Source: an optimization exercise on an open RTL-to-GDS flow (aim: small area). Production flows keep margins and buffers that such runs may drop.
In this exercise RTL edits were held to simulation tests only and were not proved equivalent to the original.
Power figures rest on the tool's default switching activity, not on a simulated workload. The flow treats the clock pin as an ideal source, which a real chip does not have.

old:
==> flow/design.v (excerpt) <==
module crc16_walk (
    input  wire        clk,
    input  wire        rst,         
    input  wire        cmd_valid,
    input  wire [31:0] cmd,
    output wire        cmd_ready,
    output wire [31:0] rsp
);
Size in the first run: roughly 4100 cells after synthesis, roughly 2700 flip-flops, ~0.062 mm² of cells after synthesis.
==> flow/config.mk <==
export PLATFORM = sky130hd
export DESIGN_NAME = crc16_walk
export DESIGN_NICKNAME = crc16_walk
export VERILOG_FILES = /design/flow/design.v
export SDC_FILE = /design/flow/constraint.sdc
export NUM_CORES = 4
export LEC_CHECK = 0
export ABC_AREA = 1
export CAP_MARGIN = 20
export CORE_MARGIN = 2
export CORE_UTILIZATION = 65
export SLEW_MARGIN = 20
==> flow/constraint.sdc <==
create_clock -name core_clock -period 16.0 [get_ports {clk}]
set_input_delay 3.2000 -clock core_clock [delete_from_list [all_inputs] [get_ports {clk}]]
set_output_delay 3.2000 -clock core_clock [all_outputs]
set_load 0.01 [all_outputs]
standard.sh (not shown) runs the stock make flow with config.mk's settings and CLKGATE_MAP_FILE= SYNTH_SCRIPT=/design/flow/synth_recipe.tcl, a recipe that flattens the netlist after the stock synthesis.
==> flow/flow/run.sh <==
#!/bin/bash
# The standard layout (standard.sh) with these changes:
#  - CTS without dummy loads, clustering up to 30 flip-flops within 80 um;
#  - port buffers of the smallest buffer cell (every port still gets one).
# standard.sh's own output goes to standard.log; ORFS keeps each step's log
# under orfs/logs.
set -euo pipefail
rm -rf scripts
cp -r "$FLOW_HOME/scripts" scripts
cp flow/abc_area.script scripts/abc_area.script
export SCRIPTS_DIR="$PWD/scripts"
export CTS_ARGS="-sink_clustering_enable -repair_clock_nets -dont_use_dummy_load -sink_clustering_size 30 -sink_clustering_max_diameter 80"
export BUFFER_PORTS_ARGS="-buffer_cell sky130_fd_sc_hd__buf_1"
bash standard.sh > standard.log 2>&1
==> flow/flow/abc_area.script <==
strash
dc2
&get -n
&st
&synch2
&dch -f
&nf -R 1000
&put
topo
dnsize -c
Relative to old, the following input files were edited for new:
==> flow/flow/run.sh <==
#!/bin/bash
# The standard layout (standard.sh) with these changes:
#  - CTS without dummy loads, clustering up to 27 flip-flops within 80 um;
#  - port buffers of the smallest buffer cell (every port still gets one).
# standard.sh's own output goes to standard.log; ORFS keeps each step's log
# under orfs/logs.
set -euo pipefail
rm -rf scripts
cp -r "$FLOW_HOME/scripts" scripts
cp flow/abc_area.script scripts/abc_area.script
export SCRIPTS_DIR="$PWD/scripts"
export CTS_ARGS="-sink_clustering_enable -repair_clock_nets -dont_use_dummy_load -sink_clustering_size 27 -sink_clustering_max_diameter 80"
export BUFFER_PORTS_ARGS="-buffer_cell sky130_fd_sc_hd__buf_1"
bash standard.sh > standard.log 2>&1
==> flow/flow/abc_area.script <==
strash
dc2
&get -n
&st
&dch -f
&nf -R 1000
&put
topo
dnsize -c
--- outcome ---
- old went all the way through synthesis, placement and routing and the layout is clean on timing, DRC and antenna.
- new reached the final stage; the timing, design-rule and antenna checks on its layout passed.
- Final cell area: new above old
- Summary of new over old: relative contribution of sequential cells to total power now sits lower; synthesized netlist cell count +14; worst vdd rail ir drop grew by 11%; number of clock buffer instances in the layout increased 9.8%; wire length grew by 14 mm.

========
== nickel ==
Starting RTL as in the previous note.
clock: 16.0 ns
lec_check: 0
abc_area: 1
cap_margin: 20
core_margin: 2
core_utilization: 65
slew_margin: 20
==> flow/flow/run.sh <==
#!/bin/bash
# The standard layout (standard.sh) with these changes:
#  - CTS without dummy loads, clustering up to 34 flip-flops within 90 um;
#  - port buffers of the smallest buffer cell (every port still gets one).
# standard.sh's own output goes to standard.log; ORFS keeps each step's log
# under orfs/logs.
set -euo pipefail
rm -rf scripts
cp -r "$FLOW_HOME/scripts" scripts
cp flow/abc_area.script scripts/abc_area.script
export SCRIPTS_DIR="$PWD/scripts"
export CTS_ARGS="-sink_clustering_enable -repair_clock_nets -dont_use_dummy_load -sink_clustering_size 34 -sink_clustering_max_diameter 90"
export BUFFER_PORTS_ARGS="-buffer_cell sky130_fd_sc_hd__buf_1"
bash standard.sh > standard.log 2>&1
==> flow/flow/abc_area.script <==
strash
dc2
&get -n
&st
&synch2
&dch -f
&nf -R 1000
&put
topo
dnsize -c
nickel went all the way through the flow, and no timing, DRC or antenna check failed.
Changes in fjord relative to nickel:
==> flow/flow/run.sh <==
#!/bin/bash
# The standard layout (the standard.sh: standard synthesis, floorplan,
# power grid, placement, CTS, routing) with two knobs that ORFS reads from
# the environment:
#  - CTS without dummy loads, with clkbuf_8 leaf buffers that each drive up
#    to 16 flip-flops within 60 um;
#  - port buffers of the smallest buffer cell (every port still gets one).
# standard.sh's own output goes to standard.log; ORFS keeps each step's log
# under orfs/logs.
set -euo pipefail
export CTS_ARGS="-sink_clustering_enable -repair_clock_nets -dont_use_dummy_load -sink_clustering_size 16 -sink_clustering_max_diameter 60 -sink_clustering_buffer sky130_fd_sc_hd__clkbuf_8"
export BUFFER_PORTS_ARGS="-buffer_cell sky130_fd_sc_hd__buf_1"
bash standard.sh > standard.log 2>&1
removed: flow/flow/abc_area.script
Notes after the runs:
Compared with nickel, fjord shows a fraction of the cycle the final worst path needs that is 2.1 points lower.
A peak-usage layer in the global routing report of met1 is what nickel shows, while met2 belongs to fjord.
Diff nickel -> fjord: first-pass GRT wire length went up 40 mm; cell area after technology mapping now larger; die span in y increased by about 1.6% relative to the old numbers.
Compared with nickel, fjord shows a higher length of routed met2 wiring.
Largest family of logic cells by synthesized area = simple AND/OR/NAND/NOR gates: fjord; largest family of logic cells by synthesized area = compound AO/OA/AOI/OAI gates: nickel
On wire length, the lower figure sits with nickel, not fjord.
Between nickel and fjord, number of signal-net inverters in the final layout increased.
Summary of fjord over nickel: design area +2100 sq um; internal power summed over all cells picked up an extra 3.4%.
The following lists how delta was set up differently from fjord:
diff --git a/flow/flow/run.sh b/flow/flow/run.sh
--- a/flow/flow/run.sh
+++ b/flow/flow/run.sh
@@ -6 +6 @@
-#    to 16 flip-flops within 60 um;
+#    to 18 flip-flops within 60 um;
@@ -11 +11 @@
-export CTS_ARGS="-sink_clustering_enable -repair_clock_nets -dont_use_dummy_load -sink_clustering_size 16 -sink_clustering_max_diameter 60 -sink_clustering_buffer sky130_fd_sc_hd__clkbuf_8"
+export CTS_ARGS="-sink_clustering_enable -repair_clock_nets -dont_use_dummy_load -sink_clustering_size 18 -sink_clustering_max_diameter 60 -sink_clustering_buffer sky130_fd_sc_hd__clkbuf_8"
Results
- Site row count came out exactly the same in fjord and delta.
- Summary of the comparison: design internal power is lower in delta, relative to fjord.
- delta ended up with a lower routed wire length than fjord did.
- On worst setup margin, delta does worse than fjord.
- The faster design of the two is fjord; delta tops out lower.
diff inputs: delta => indigo
==> flow/flow/run.sh <==
#!/bin/bash
# The standard layout (standard.sh) with these changes:
#  - CTS without dummy loads, clustering up to 32 flip-flops within 80 um;
#  - port buffers of the smallest buffer cell (every port still gets one).
# standard.sh's own output goes to standard.log; ORFS keeps each step's log
# under orfs/logs.
set -euo pipefail
rm -rf scripts
cp -r "$FLOW_HOME/scripts" scripts
cp flow/abc_area.script scripts/abc_area.script
export SCRIPTS_DIR="$PWD/scripts"
export CTS_ARGS="-sink_clustering_enable -repair_clock_nets -dont_use_dummy_load -sink_clustering_size 32 -sink_clustering_max_diameter 80"
export BUFFER_PORTS_ARGS="-buffer_cell sky130_fd_sc_hd__buf_1"
bash standard.sh > standard.log 2>&1
==> flow/flow/abc_area.script (new file) <==
strash
dc2
&get -n
&st
&synch2
&dch -f
&nf -R 1000
&put
topo
dnsize -c
--- outcome ---
met4 as the uppermost metal layer occupied by signal nets was reported by indigo, and met5 by delta. When indigo is measured against delta, its sequential share of layout area turns out 2.0 points higher. indigo vs delta — relative contribution of combinational cells to total power dropped 3.4 points. The detailed route wirelength on metal3 reported for indigo is smaller than that of delta by 25%. The run showing the smaller sequential-to-total area share from yosys stat is delta. Min number of vias after detailed routing across delta and indigo: indigo. Compared with delta, indigo is the less power-hungry design.

-- static timing again, ports no longer ideal --
The flow's constraints put no driver on any port. The routed layouts listed below were extracted and timed again, unchanged, in two steps. Step 1 assumes that a clkbuf_16 drives the clock port and a buf_2 every other input. Step 2 moves the port delays by t, midway between the first and last clock arrival at a register: inputs arrive t later, outputs are due t later. That takes back most of the time a late clock gives input paths. Slacks: ideal ports / drivers / drivers and shift; pairs: ideal ports / drivers.
| run | shift t [ns] | setup slack, ns | hold WS [ns] |
|---|---|---|---|
| old | 0.740 | 3.513 / 3.513 / 3.513 | 0.301 / 0.301 / 0.301 |
| new | 0.772 | 2.687 / 2.687 / 2.687 | 0.273 / 0.273 / 0.273 |
| nickel | 0.734 | 3.527 / 3.527 / 3.527 | 0.278 / 0.278 / 0.278 |
| fjord | 0.782 | 3.864 / 3.864 / 3.864 | 0.276 / 0.276 / 0.276 |
| delta | 0.774 | 3.782 / 3.782 / 3.782 | 0.271 / 0.271 / 0.271 |
| indigo | 0.748 | 3.599 / 3.599 / 3.599 | 0.284 / 0.284 / 0.284 |
After both steps every run listed still meets setup and hold.
